From an optimization exercise on the open Yosys and OpenROAD flow, aimed at small area, a short achievable clock period and few clock cycles; shortcuts taken in it are not production practice.
Where RTL was checked, it was by simulation tests only, not by an equivalence proof against the original.
Power figures rest on the tool's default switching activity, not on a simulated workload.

==> 09-25 <==
Design csb, start of the top module:
module csb (
    input  wire        clk,
    input  wire        rst,                
    input  wire        lockstep_strict,    
    input  wire        req_valid,
    output wire        req_ready,
    input  wire [31:0] req_word,
    output reg         rsp_valid,
    output reg  [2:0]  rsp_code,
    output reg  [15:0] rsp_data,
    output reg         mem_valid,
    output reg         mem_we,
    output wire [1:0]  mem_dev,
    output reg  [15:0] mem_addr,
    output wire [7:0]  mem_wdata,
    input  wire        mem_ready,
    input  wire [7:0]  mem_rdata,
    output wire        ntf_valid,
    output wire [1:0]  ntf_ext,
    output wire [4:0]  ntf_kind,
    output wire        ntf_level,
    output wire        log_valid,
    output wire [1:0]  log_inst,
    output wire [4:0]  log_kind,
    output wire        log_level
);
    localparam [17:0] L_RELOAD = 18'h00001;
    localparam [17:0] L_T1     = 18'h0C3E5;
    localparam [17:0] L_T2     = 18'h261F2;
  ...
export LEC_CHECK = 0
export ABC_AREA = 1
export CAP_MARGIN = 20
export CORE_MARGIN = 2
export CORE_UTILIZATION = 40
export CTS_CLUSTER_DIAMETER = 80
export CTS_CLUSTER_SIZE = 25
export PLACE_DENSITY = 0.6
export SETUP_SLACK_MARGIN = 4.1
export SLEW_MARGIN = 20
create_clock -name core_clock -period 7.0 [get_ports {clk}]
standard.sh (not shown) runs the stock make flow with config.mk's settings and CLKGATE_MAP_FILE= SYNTH_SCRIPT=/design/flow/synth_recipe.tcl, a recipe that flattens the netlist after the stock synthesis.
==> flow/flow/run.sh <==
#!/bin/bash
# The standard layout (standard.sh), with the port buffers that buffer_ports
# inserts made from buf_1 cells instead of the delay cells it picks by default.
export BUFFER_PORTS_ARGS="-buffer_cell sky130_fd_sc_hd__buf_1"
bash standard.sh > standard.log 2>&1
==> 05-07: changes against 09-25 <==
CORE_UTILIZATION = 55   (was 40)
PLACE_DENSITY = 0.7   (was 0.6)
SETUP_SLACK_MARGIN = 4.5   (was 4.1)
==> notes.md <==
In 09-25 the clock skew is higher than in 05-07, by 0.031 ns.
In hold slack, 09-25 and 05-07 hardly differ.
Final cell count: 09-25 is larger than 05-07 (4.7%).
In 09-25 the setup slack is worse than in 05-07, by 0.19 ns.
09-25 finished clean. 05-07 completed without violations.
Against 09-25, the register-to-register slack of 05-07 is higher by 0.34 ns.
==> figures <==
| quantity | 09-25 | 05-07 |
|---|---|---|
| Post-DP HPWL | 52300 um | 49300 um |
| Lkg Pwr | 9.99 nW | 10.7 nW |
| Worst Hold Margin | 0.454 ns | 0.454 ns |
| Result of the run | no timing/DRC/antenna violations | no timing/DRC/antenna violations |
| Antenna violations before repair | 1 | 0 |
| PwrDens | 241 mW/mm^2 | 228 mW/mm^2 |
| Clock Power Share | 0.304 | 0.281 |
| Post-Place Cell Area | 0.0247 mm^2 | 0.0246 mm^2 |
| Combinational power | 0.824 mW | 0.913 mW |
| Net Sw Frac | 0.290 | 0.288 |
| Clock buffers created by TritonCTS | 29 | 27 |
Testbench counts of 09-25, summed over its fixed seeds: cycles 30,417.
Testbench counts of 05-07, summed over its fixed seeds: cycles 30,417.

==> try-nickel: inputs <==
csb, a different RTL version from the one above (not shown whole).
Settings: LEC_CHECK=0, CAP_MARGIN=20, CORE_MARGIN=2, CORE_UTILIZATION=40, PLACE_DENSITY=0.6, SETUP_SLACK_MARGIN=4.5, SLEW_MARGIN=20; clock period 7.0 ns.
==> flow/flow/run.sh <==
#!/bin/bash
# The standard layout (standard.sh), with the port buffers that buffer_ports
# inserts made from buf_2 cells instead of the delay cells it picks by default.
export BUFFER_PORTS_ARGS="-buffer_cell sky130_fd_sc_hd__buf_2"
bash standard.sh > standard.log 2>&1
==> try-garnet: changes against try-nickel <==
--- a/flow/design.v
+++ b/flow/design.v
@@ -20,16 +20,19 @@
     output wire [4:0]  ntf_kind,
     output wire        ntf_level,
     output wire        log_valid,
     output wire [1:0]  log_inst,
     output wire [4:0]  log_kind,
     output wire        log_level
 );
-    localparam [17:0] TOD_RELOAD = 18'd160000;
-    localparam [17:0] TOD_MID    = 18'd80000;
+    localparam [17:0] L_RELOAD = 18'h00001;
+    localparam [17:0] L_T1     = 18'h0C3E5;
+    localparam [17:0] L_T2     = 18'h261F2;
+    localparam [17:0] L_M1     = 18'h3D375;
+    localparam [17:0] L_M2     = 18'h3E9BA;
     localparam [4:0] K_IRQ  = 5'd1;
     localparam [4:0] K_NMI  = 5'd2;
     localparam [4:0] K_RDY  = 5'd3;
     localparam [4:0] K_BA   = 5'd5;
     localparam [4:0] K_CNT  = 5'd7;
     localparam [4:0] K_TOD  = 5'd8;
     localparam [4:0] K_FLAG = 5'd9;
@@ -102,15 +105,15 @@
     endfunction
     reg [15:0] bar_expected;
     reg [15:0] bar_pending;
     reg        bar_pzero;         
     reg [15:0] bar_blocked;
     reg [14:0] clk_rate;          
     reg        clk_running;
-    reg [17:0] clk_tod;
+    reg [17:0] clk_tod;           
     reg [2:0]  clk_targets;       
     reg [7:0]  bus_prev;          
     reg        cpu_rd2, cpu_wr3, vic_rd2;    
     reg        cpu_set, vic_set, color_set;
     reg [15:0] ctr_counter [0:7];
     reg [15:0] ctr_latch   [0:7];
     reg [7:0]  ctr_dec;
@@ -118,14 +121,19 @@
     reg [15:0] dff_in;
     reg [15:0] dff_out;
     reg [3:0]  and_in1, and_in2;
     reg [7:0]  wand_l1, wand_l2;
     wire bus_init = cpu_set & vic_set & color_set;
     reg        rst_q;             
     reg        rdy;               
+    reg        qv;                
+    reg        q_old;             
+    reg [2:0]  q_code;
+    reg [15:0] q_data;
+    reg        tnear;             
     reg        wv;                
     reg [31:0] w;
     reg [2:0]  w_sc;              
     reg        w_acc;             
     reg [15:0] cs;                
     reg        cs_stale;          
     reg        m_vic;             
@@ -149,66 +157,76 @@
     assign mem_wdata = bus_prev;
     assign mem_dev   = m_dev;
     assign req_ready = rdy;
     wire m_first   = m_vic & ~m_col;                      
     wire m_done    = mem_valid & mem_ready & ~m_first;    
     wire mem_free  = ~mem_valid | m_done;
     wire acc       = req_valid & rdy;
-    wire exec   = wv & ~w_acc & ~mem_valid & ~round_busy & ~cs_stale;
+    wire safe;
+    reg  exec_r;                  
+    reg  xo;                      
+    wire exec   = exec_r;
     wire iss_w  = wv & w_acc & mem_free & ~round_busy;
     wire [5:0]  opc    = w[31:26];
     wire [3:0]  inst   = w[21:18];
     wire        view   = w[25];
     wire [7:0]  byte_v = w[7:0];
     wire [4:0]  kind   = w[12:8];
     wire        level  = w[0];
     wire        line   = w[8];
     wire ok_s   = (w_sc == 3'd0);
     wire is_bar = (opc == OP_ANNOUNCE) | (opc == OP_WAIT);
-    wire blk    = is_bar & bar_blocked[inst];
+    reg  blkp, blk_set, blk_clr;
+    wire blk_r  = blk_set | (blkp & ~blk_clr);
+    wire blk    = is_bar & blk_r;
     wire is_mem = (opc == OP_STORE) | (opc == OP_LOAD);
     wire fault  = is_mem & ~bus_init;
     wire ex_ok  = ok_s & ~blk & ~fault;
     wire do_op  = exec & ex_ok;
     function do_is;
         input [5:0] o;
-        do_is = do_op && (opc == o);
+        do_is = xo && (opc == o) &&
+                !((o == OP_ANNOUNCE || o == OP_WAIT) && blk_r) &&
+                !((o == OP_LOAD || o == OP_STORE) && !bus_init);
     endfunction
+    wire ex_dok = ok_s & ~fault;    
     wire set_cpu = do_is(OP_SETCPU);
     wire set_vic = do_is(OP_SETVIC);
     wire set_col = do_is(OP_SETCOLOR);
     wire cpu_rd2_n = set_cpu ? w[9] : cpu_rd2;
     wire cpu_wr3_n = set_cpu ? w[1] : cpu_wr3;
     wire vic_rd2_n = set_vic ? w[1] : vic_rd2;
     wire bus_init_n = (cpu_set | set_cpu) & (vic_set | set_vic) & (color_set | set_col);
     function is_access;
         input [31:0] wd;
         is_access = (wd[31:26] == OP_STORE && !wd[25] && wd[24]) ||
                     (wd[31:26] == OP_LOAD && wd[23:16] == 8'd0 && (wd[25] ^ wd[24]));
     endfunction
     wire in_acc  = is_access(req_word) & bus_init_n;
     wire round_start;
-    wire iss_in  = acc & in_acc & mem_free & ~round_busy & ~round_start;
+    wire qv_n;
+    wire round_may = exec & (opc == OP_TICK) & tnear;
+    wire iss_in  = acc & in_acc & mem_free & ~round_busy & ~round_may;
     wire issue   = iss_in | iss_w;
     wire st_in   = acc & (req_word[31:26] == OP_STORE) & ~req_word[25] & req_word[24] &
-                   bus_init_n & mem_free & ~round_busy & ~round_start;
+                   bus_init_n & mem_free & ~round_busy & ~round_may;
     wire [31:0] iw = iss_w ? w : req_word;        
     wire iw_st   = (iw[31:26] == OP_STORE);
     wire iw_tbl  = iw_st ? cpu_wr3_n : (iw[25] ? vic_rd2_n : cpu_rd2_n);
     wire [2:0]  cs_sel = rdy ? req_word[20:18] : w[20:18];
     wire        w_wr_ctr = (opc == OP_CTR_WHI) | (opc == OP_CTR_CLK);
     wire        in_rd_ctr = (req_word[31:26] == OP_CTR_CLK) | (req_word[31:27] == 5'b01110);
     wire [15:0] cs_dec = cs - 16'd1;
     wire        whi_nr  = (opc == OP_CTR_WHI) & ~rst_q;
     wire [15:0] cdec_nr = cs_dec & {16{~rst_q}};
     wire [7:0]  lat_in  = rst_q ? 8'hFF : byte_v;
     wire [7:0]  cnt_hi  = whi_nr ? byte_v : cdec_nr[15:8];
     wire tick_en   = do_is(OP_TICK) & clk_running & (~lockstep_strict | bar_pzero);
-    wire tod_zero  = (clk_tod == 18'd1);
-    wire tod_mid   = (clk_tod == TOD_MID + 18'd1);
+    wire tod_zero  = (clk_tod == L_T1);     
+    wire tod_mid   = (clk_tod == L_M1);     
     wire tod_edge  = tick_en & (tod_zero | tod_mid);
     wire edge_lvl  = tod_zero;
     function [1:0] tgt_len;
         input [2:0] id;
         case (id)
             3'd1: tgt_len = 2'd1;
             3'd2, 3'd3, 3'd5: tgt_len = 2'd2;
@@ -240,14 +258,20 @@
                 default: round_ev = {2'b10, r[1:0], K_TOD, l};
             endcase
         end
     endfunction
     wire [1:0] tlen = tgt_len(clk_targets);
     assign round_start = tod_edge & (tlen > 2'd1);
     wire round_last = round_busy & (round_n + 2'd1 == tlen);
+    assign safe = ~(opc == OP_TICK && tnear) & ~(opc == OP_LOAD && view && !mem_we);
+    wire tlen2_n  = (tlen >= 2'd2) |
+                    (exec && opc == OP_TODREG && w[2:0] >= 3'd2 && w[2:0] <= 3'd5);
+    wire tnear_n  = (tod_zero || tod_mid ||
+                     (exec && opc == OP_TICK && (clk_tod == L_T2 || clk_tod == L_M2))) &
+                    tlen2_n;
     reg [3:0] an_in1, an_in2;    
     reg [9:0] an_ev;
     always @(*) begin
         an_in1 = and_in1;
         an_in2 = and_in2;
         an_ev  = {2'b01, inst[1:0], kind, level};
         case (inst[1:0])
@@ -346,49 +370,74 @@
                     if (!line) wand_l1[g] <= level;
                     else       wand_l2[g] <= level;
                 end
             end
         end
     endgenerate
     wire wv_n         = acc ? ~iss_in : (wv & ~exec & ~iss_w);
-    wire w_acc_n      = acc ? in_acc : w_acc;
+    wire w_acc_n      = rdy ? in_acc : w_acc;
     wire mem_valid_n  = issue | (mem_valid & ~m_done);
     wire round_busy_n = round_busy ? ~round_last : (round_start & ~rst);
-    wire cs_stale_n   = acc & exec & w_wr_ctr & (w[20:18] == req_word[20:18]) & in_rd_ctr;
+    wire cs_stale_n   = rdy & exec & w_wr_ctr & (w[20:18] == req_word[20:18]) & in_rd_ctr;
+    wire ex_q         = exec & ~round_start & (mem_valid | qv);    
+    wire drain        = qv & (q_old | ~mem_valid);                 
+    wire m_to_q       = m_done & drain;                            
+    assign qv_n       = ex_q | m_to_q | (qv & ~drain);
+    wire [31:0] wn    = rdy ? req_word : w;                        
+    wire [15:0] m_res = mem_we ? 16'd0 :
+                        m_col  ? {4'd0, mem_rdata[3:0], bus_prev} : {8'd0, mem_rdata};
+    wire mem_we_n     = mem_free ? iw_st : mem_we;
+    wire safe_n       = ~(wn[31:26] == OP_TICK && tnear_n) &
+                        ~(wn[31:26] == OP_LOAD && wn[25] && !mem_we_n);
+    wire round_busy_c = round_busy ? ~round_last : round_may;
+    wire qv_c         = (exec & (mem_valid | qv)) | m_to_q | (qv & ~drain);
+    wire exec_n       = wv_n & ~w_acc_n & ~round_busy_c & ~cs_stale_n &
+                        (~mem_valid_n | (~qv_c & safe_n));
+    wire ok_n         = rdy ? (static_code(req_word) == 3'd0) : ok_s;
     always @(posedge clk) begin
-        if (acc) begin
+        if (rdy) begin
             w    <= req_word;
             w_sc <= static_code(req_word);
         end
         cs <= ctr_counter[cs_sel];
+        blkp    <= bar_blocked[rdy ? req_word[21:18] : w[21:18]];
+        blk_set <= rdy & do_is(OP_WAIT) & (w[21:18] == req_word[21:18]);
+        blk_clr <= rdy & (do_is(OP_RELEASE) | tick_en);
         if (mem_free) begin
             mem_addr <= iw[15:0];
             mem_we   <= iw_st;
             m_vic    <= iw[25];
             m_col    <= 1'b0;
             m_dev    <= {1'b0, iw[15:12] == 4'hD && iw_tbl};
         end else if (mem_ready && m_first) begin
             m_col    <= 1'b1;
             m_dev    <= 2'd2;
         end
-        rsp_code <= (mem_valid | round_busy) ? 3'd0 : ex_code;
-        rsp_data <= round_busy ? 16'd0 :
-                    !mem_valid ? (ex_ok ? ex_data : 16'd0) :
-                    mem_we     ? 16'd0 :
-                    m_col      ? {4'd0, mem_rdata[3:0], bus_prev} :
-                                 {8'd0, mem_rdata};
+        if (ex_q | m_to_q) begin
+            q_code <= m_to_q ? 3'd0 : ex_code;
+            q_data <= m_to_q ? m_res : ex_dok ? ex_data : 16'd0;
+        end
+        rsp_code <= drain ? q_code : (mem_valid | round_busy) ? 3'd0 : ex_code;
+        rsp_data <= drain ? q_data :
+                    round_busy ? 16'd0 :
+                    !mem_valid ? (ex_dok ? ex_data : 16'd0) : m_res;
         if (exec && do_is(OP_AND_NTF))
             {ev_idx, ev_kind, ev_lvl} <= an_ev[7:0];
         else if (round_busy)
             {ev_idx, ev_kind, ev_lvl} <= round_ev(clk_targets, round_n, round_lvl);
         else
             {ev_idx, ev_kind, ev_lvl} <= round_ev(clk_targets, 2'd0, edge_lvl);
         rst_q <= rst;
         if (rst) begin
             rdy         <= 1'b0;
+            exec_r      <= 1'b0;
+            xo          <= 1'b0;
+            qv          <= 1'b0;
+            q_old       <= 1'b0;
+            tnear       <= 1'b0;
             wv          <= 1'b0;
             w_acc       <= 1'b0;
             cs_stale    <= 1'b0;
             mem_valid   <= 1'b0;
             rsp_valid   <= 1'b0;
             ev_ntf      <= 1'b0;
             ev_log      <= 1'b0;
@@ -397,22 +446,27 @@
             round_lvl   <= 1'b0;
         end else begin
             wv         <= wv_n;
             w_acc      <= w_acc_n;
             cs_stale   <= cs_stale_n;
             mem_valid  <= mem_valid_n;
             round_busy <= round_busy_n;
-            rdy        <= rst_q | ~wv_n | (~w_acc_n & ~mem_valid_n & ~round_busy_n & ~cs_stale_n);
+            rdy        <= rst_q | ~wv_n | exec_n;
+            exec_r     <= exec_n;
+            xo         <= exec_n & ok_n;
+            qv         <= qv_n;
+            q_old      <= issue & qv_n;
+            tnear      <= tnear_n & ~rst_q;
             if (st_in)
                 bus_prev <= req_word[23:16];
             else if (iss_w && opc == OP_STORE)
                 bus_prev <= w[23:16];
             else if (mem_valid && mem_ready && !mem_we && !m_col)
                 bus_prev <= mem_rdata;
-            rsp_valid <= m_done | (exec & ~round_start) | round_last;
+            rsp_valid <= drain | m_done | (exec & ~round_start & ~mem_valid & ~qv) | round_last;
             ev_ntf <= 1'b0;
             ev_log <= 1'b0;
             if (exec && do_is(OP_AND_NTF)) begin
                 ev_ntf <= an_ev[9];
                 ev_log <= an_ev[8];
                 and_in1 <= an_in1;
                 and_in2 <= an_in2;
@@ -434,15 +488,15 @@
         end
         if (rst_q) begin
             bar_expected <= 16'd0;
             bar_pending  <= 16'd0;
             bar_pzero    <= 1'b1;
             clk_rate     <= 15'h0100;
             clk_running  <= 1'b0;
-            clk_tod      <= TOD_RELOAD;
+            clk_tod      <= L_RELOAD;
             clk_targets  <= 3'd0;
             bus_prev     <= 8'h00;
             cpu_rd2      <= 1'b0;
             cpu_wr3      <= 1'b0;
             vic_rd2      <= 1'b0;
             cpu_set      <= 1'b0;
             vic_set      <= 1'b0;
@@ -458,15 +512,15 @@
             end else if (do_is(OP_WAIT) && !bar_pzero) begin
                 bar_pending <= bar_pending - 16'd1;
                 bar_pzero   <= (bar_pending == 16'd1);
             end
             if (do_is(OP_START)) clk_running <= 1'b1;
             if (do_is(OP_STOP))  clk_running <= 1'b0;
             if (tick_en)
-                clk_tod <= tod_zero ? TOD_RELOAD : clk_tod - 18'd1;
+                clk_tod <= tod_zero ? L_RELOAD : {clk_tod[16:0], clk_tod[17] ^ clk_tod[10]};
             if (do_is(OP_SETRATE))
                 clk_rate <= w[15] ? 15'h0100 : w[14:0];
             if (do_is(OP_TODREG))
                 clk_targets <= w[2:0];
             if (set_cpu) begin
                 cpu_rd2 <= w[9];
                 cpu_wr3 <= w[1];
==> flow/flow/run.sh (replaced) <==
#!/bin/bash
# The standard layout (standard.sh), with the port buffers that buffer_ports
# inserts made from buf_1 cells instead of the delay cells it picks by default,
# and with ORFS's power recovery (downsizing of gates off the critical paths)
# after global routing.
export BUFFER_PORTS_ARGS="-buffer_cell sky130_fd_sc_hd__buf_1"
export RECOVER_POWER=100
bash standard.sh > standard.log 2>&1
CTS_CLUSTER_DIAMETER = 80   (was default)
CTS_CLUSTER_SIZE = 25   (was default)
SETUP_SLACK_MARGIN = 4.1   (was 4.5)
==> try-maple: changes against try-nickel <==
--- a/flow/design.v
+++ b/flow/design.v
@@ -116,15 +116,14 @@
     reg [7:0]  ctr_dec;
     reg [15:0] ff_state;
     reg [15:0] dff_in;
     reg [15:0] dff_out;
     reg [3:0]  and_in1, and_in2;
     reg [7:0]  wand_l1, wand_l2;
     wire bus_init = cpu_set & vic_set & color_set;
-    reg        rst_q;             
     reg        rdy;               
     reg        wv;                
     reg [31:0] w;
     reg [2:0]  w_sc;              
     reg        w_acc;             
     reg [15:0] cs;                
     reg        cs_stale;          
@@ -185,26 +184,24 @@
         is_access = (wd[31:26] == OP_STORE && !wd[25] && wd[24]) ||
                     (wd[31:26] == OP_LOAD && wd[23:16] == 8'd0 && (wd[25] ^ wd[24]));
     endfunction
     wire in_acc  = is_access(req_word) & bus_init_n;
     wire round_start;
     wire iss_in  = acc & in_acc & mem_free & ~round_busy & ~round_start;
     wire issue   = iss_in | iss_w;
-    wire st_in   = acc & (req_word[31:26] == OP_STORE) & ~req_word[25] & req_word[24] &
-                   bus_init_n & mem_free & ~round_busy & ~round_start;
     wire [31:0] iw = iss_w ? w : req_word;        
     wire iw_st   = (iw[31:26] == OP_STORE);
     wire iw_tbl  = iw_st ? cpu_wr3_n : (iw[25] ? vic_rd2_n : cpu_rd2_n);
     wire [2:0]  cs_sel = rdy ? req_word[20:18] : w[20:18];
     wire        w_wr_ctr = (opc == OP_CTR_WHI) | (opc == OP_CTR_CLK);
     wire        in_rd_ctr = (req_word[31:26] == OP_CTR_CLK) | (req_word[31:27] == 5'b01110);
     wire [15:0] cs_dec = cs - 16'd1;
-    wire        whi_nr  = (opc == OP_CTR_WHI) & ~rst_q;
-    wire [15:0] cdec_nr = cs_dec & {16{~rst_q}};
-    wire [7:0]  lat_in  = rst_q ? 8'hFF : byte_v;
+    wire        whi_nr  = (opc == OP_CTR_WHI) & ~rst;
+    wire [15:0] cdec_nr = cs_dec & {16{~rst}};
+    wire [7:0]  lat_in  = rst ? 8'hFF : byte_v;
     wire [7:0]  cnt_hi  = whi_nr ? byte_v : cdec_nr[15:8];
     wire tick_en   = do_is(OP_TICK) & clk_running & (~lockstep_strict | bar_pzero);
     wire tod_zero  = (clk_tod == 18'd1);
     wire tod_mid   = (clk_tod == TOD_MID + 18'd1);
     wire tod_edge  = tick_en & (tod_zero | tod_mid);
     wire edge_lvl  = tod_zero;
     function [1:0] tgt_len;
@@ -298,31 +295,31 @@
         endcase
     end
     wire [2:0] ex_code = !ok_s ? w_sc : blk ? 3'd5 : fault ? 3'd6 : 3'd0;
     genvar g;
     generate
         for (g = 0; g < 8; g = g + 1) begin : g_ctr
             wire sel    = (inst[2:0] == g);
-            wire ld_llo = rst_q | (sel & do_is(OP_CTR_WLO));
-            wire ld_lhi = rst_q | (sel & do_is(OP_CTR_WHI));
-            wire ld_cnt = rst_q | (sel & ((do_is(OP_CTR_WHI) & ~ctr_dec[g]) |
+            wire ld_llo = rst | (sel & do_is(OP_CTR_WLO));
+            wire ld_lhi = rst | (sel & do_is(OP_CTR_WHI));
+            wire ld_cnt = rst | (sel & ((do_is(OP_CTR_WHI) & ~ctr_dec[g]) |
                                         (do_is(OP_CTR_CLK) &  ctr_dec[g])));
-            wire ld_dec = rst_q | (sel & do_is(OP_CTR_DEC));
+            wire ld_dec = rst | (sel & do_is(OP_CTR_DEC));
             wire [7:0] cnt_lo = whi_nr ? ctr_latch[g][7:0] : cdec_nr[7:0];
             always @(posedge clk) begin
                 if (ld_llo) ctr_latch[g][7:0]  <= lat_in;
                 if (ld_lhi) ctr_latch[g][15:8] <= lat_in;
                 if (ld_cnt) ctr_counter[g]     <= {cnt_hi, cnt_lo};
-                if (ld_dec) ctr_dec[g]         <= w[0] & ~rst_q;
+                if (ld_dec) ctr_dec[g]         <= w[0] & ~rst;
             end
         end
         for (g = 0; g < 16; g = g + 1) begin : g_ff
             wire sel = (inst == g);
             always @(posedge clk) begin
-                if (rst_q) begin
+                if (rst) begin
                     ff_state[g] <= 1'b0;
                     dff_in[g]   <= 1'b0;
                     dff_out[g]  <= 1'b0;
                     bar_blocked[g] <= 1'b0;
                 end else begin
                     if (sel && do_is(OP_FF_SET)) ff_state[g] <= 1'b1;
                     if (sel && do_is(OP_FF_RST)) ff_state[g] <= 1'b0;
@@ -335,15 +332,15 @@
                     else if (sel && do_is(OP_WAIT)) bar_blocked[g] <= 1'b1;
                 end
             end
         end
         for (g = 0; g < 8; g = g + 1) begin : g_wand
             wire sel = (inst[2:0] == g) && do_is(OP_WAND_SET);
             always @(posedge clk) begin
-                if (rst_q) begin
+                if (rst) begin
                     wand_l1[g] <= 1'b1;
                     wand_l2[g] <= 1'b1;
                 end else if (sel) begin
                     if (!line) wand_l1[g] <= level;
                     else       wand_l2[g] <= level;
                 end
             end
@@ -378,38 +375,51 @@
                                  {8'd0, mem_rdata};
         if (exec && do_is(OP_AND_NTF))
             {ev_idx, ev_kind, ev_lvl} <= an_ev[7:0];
         else if (round_busy)
             {ev_idx, ev_kind, ev_lvl} <= round_ev(clk_targets, round_n, round_lvl);
         else
             {ev_idx, ev_kind, ev_lvl} <= round_ev(clk_targets, 2'd0, edge_lvl);
-        rst_q <= rst;
         if (rst) begin
-            rdy         <= 1'b0;
+            rdy         <= 1'b1;
             wv          <= 1'b0;
             w_acc       <= 1'b0;
             cs_stale    <= 1'b0;
             mem_valid   <= 1'b0;
             rsp_valid   <= 1'b0;
             ev_ntf      <= 1'b0;
             ev_log      <= 1'b0;
             round_busy  <= 1'b0;
             round_n     <= 2'd0;
             round_lvl   <= 1'b0;
+            bar_expected <= 16'd0;
+            bar_pending  <= 16'd0;
+            bar_pzero    <= 1'b1;
+            clk_rate     <= 15'h0100;
+            clk_running  <= 1'b0;
+            clk_tod      <= TOD_RELOAD;
+            clk_targets  <= 3'd0;
+            bus_prev     <= 8'h00;
+            cpu_rd2      <= 1'b0;
+            cpu_wr3      <= 1'b0;
+            vic_rd2      <= 1'b0;
+            cpu_set      <= 1'b0;
+            vic_set      <= 1'b0;
+            color_set    <= 1'b0;
+            and_in1      <= 4'hF;
+            and_in2      <= 4'hF;
         end else begin
             wv         <= wv_n;
             w_acc      <= w_acc_n;
             cs_stale   <= cs_stale_n;
             mem_valid  <= mem_valid_n;
             round_busy <= round_busy_n;
-            rdy        <= rst_q | ~wv_n | (~w_acc_n & ~mem_valid_n & ~round_busy_n & ~cs_stale_n);
-            if (st_in)
-                bus_prev <= req_word[23:16];
-            else if (iss_w && opc == OP_STORE)
-                bus_prev <= w[23:16];
+            rdy        <= ~wv_n | (~w_acc_n & ~mem_valid_n & ~round_busy_n & ~cs_stale_n);
+            if (issue && iw_st)
+                bus_prev <= iw[23:16];
             else if (mem_valid && mem_ready && !mem_we && !m_col)
                 bus_prev <= mem_rdata;
             rsp_valid <= m_done | (exec & ~round_start) | round_last;
             ev_ntf <= 1'b0;
             ev_log <= 1'b0;
             if (exec && do_is(OP_AND_NTF)) begin
                 ev_ntf <= an_ev[9];
@@ -427,33 +437,14 @@
                     and_in1[0] <= edge_lvl;
                 if (clk_targets == 3'd4) begin
                     and_in1[0] <= edge_lvl;
                     and_in1[3] <= edge_lvl;
                     and_in1[2] <= edge_lvl & and_in2[3];
                 end
             end
-        end
-        if (rst_q) begin
-            bar_expected <= 16'd0;
-            bar_pending  <= 16'd0;
-            bar_pzero    <= 1'b1;
-            clk_rate     <= 15'h0100;
-            clk_running  <= 1'b0;
-            clk_tod      <= TOD_RELOAD;
-            clk_targets  <= 3'd0;
-            bus_prev     <= 8'h00;
-            cpu_rd2      <= 1'b0;
-            cpu_wr3      <= 1'b0;
-            vic_rd2      <= 1'b0;
-            cpu_set      <= 1'b0;
-            vic_set      <= 1'b0;
-            color_set    <= 1'b0;
-            and_in1      <= 4'hF;
-            and_in2      <= 4'hF;
-        end else begin
             if (do_is(OP_ANNOUNCE))
                 bar_expected <= bar_expected + 16'd1;
             if (do_is(OP_RELEASE) || tick_en) begin
                 bar_pending <= bar_expected;
                 bar_pzero   <= (bar_expected == 16'd0);
             end else if (do_is(OP_WAIT) && !bar_pzero) begin
                 bar_pending <= bar_pending - 16'd1;
==> flow/run.sh (new file) <==
#!/bin/bash
# synth_recipe.tcl (not shown) runs the flow's synth.tcl, then flattens the netlist and writes it again
# the make line also repeats each setting of config.mk as NAME=value (left out here)
make -C /OpenROAD-flow-scripts/flow DESIGN_CONFIG=/design/flow/config.mk WORK_HOME=/design/flow/orfs CLKGATE_MAP_FILE= SYNTH_SCRIPT=/design/flow/synth_recipe.tcl finish
SETUP_SLACK_MARGIN = 4.0   (was 4.5)
removed: flow/flow/run.sh
removed: flow/standard.sh
==> impl_metrics.csv <==
group,metric,value,unit
logic_synthesis,mappedNetlistArea,23400,um^2
layout,n_multi_input_combinational_cell,1614,
logic_synthesis,synth_edf_count,264,
run,max_cap_viol_count,8,
layout,drive_gt1_frac,0.0699,
run_status,failed_layout_checks,"capacitance limit, slew limit",
cts,cts.repair_timing.setup_buffer_count,9,
run_status,outcome,"finished with violations",
sta,final_report_max_slew_violation_count,261,
(the above is from try-garnet)
==> impl_metrics.csv <==
group,metric,value,unit
run_status,outcome,"complete, no violations",
layout,drive_gt1_frac,0.345,
sta,final_report_max_slew_violation_count,0,
cts,cts.repair_timing.setup_buffer_count,181,
logic_synthesis,mappedNetlistArea,22200,um^2
run,max_cap_viol_count,0,
cts,cts_hold_buffers,0,
(the above is from try-nickel)
==> impl_metrics.csv <==
group,metric,value,unit
sta,finalSetupViolCount,0,
cts,cts.repair_timing.setup_buffer_count,23,
layout,n_multi_input_combinational_cell,1579,
run_status,outcome,"complete, no violations",
logic_synthesis,synth_edf_count,253,
floorplanning,start_util,0.404,
sta,fmaxAchievable,329,MHz
run,max_cap_viol_count,0,
(the above is from try-maple)
Testbench counts of try-garnet, summed over its fixed seeds: cycles 30,417.
Testbench counts of try-maple, summed over its fixed seeds: cycles 33,084.
The RTL of try-nickel was laid out without a check of its function.

==> re-timing with driven ports <==
No port has a modelled driver above. Below, the same layouts with a new extraction and two added sets of constraints. Step 1 assumes that a clkbuf_16 drives the clock port and a buf_2 every other input. Step 2 times the ports against the registers' clock, not the clock port: input delays grow and output delays shrink by t, the midpoint of the rising clock arrivals with the driver on. Three values: ideal ports, drivers, drivers and shift; two values: the first two.
run | t, ns | slack for setup (ns) | worst hold slack (ns) | pins driven straight from the clock port
09-25 | 0.651 | 4.190 / 4.137 / 3.594 | 0.454 / 0.454 / 0.454 | 1
05-07 | 0.645 | 4.384 / 4.327 / 3.929 | 0.454 / 0.454 / 0.454 | 1
try-nickel | 0.667 | 3.958 / 3.958 / 3.613 | 0.451 / 0.451 / 0.451 | 1
try-garnet | 0.656 | 2.482 / 2.482 / 2.297 | 0.458 / 0.458 / 0.458 | 1
try-maple | 0.662 | 3.957 / 3.971 / 3.332 | 0.467 / 0.467 / 0.467 | 1
The setup slack of try-maple, which loses most, moves by +0.014 ns with the drivers and by -0.625 ns with both steps.
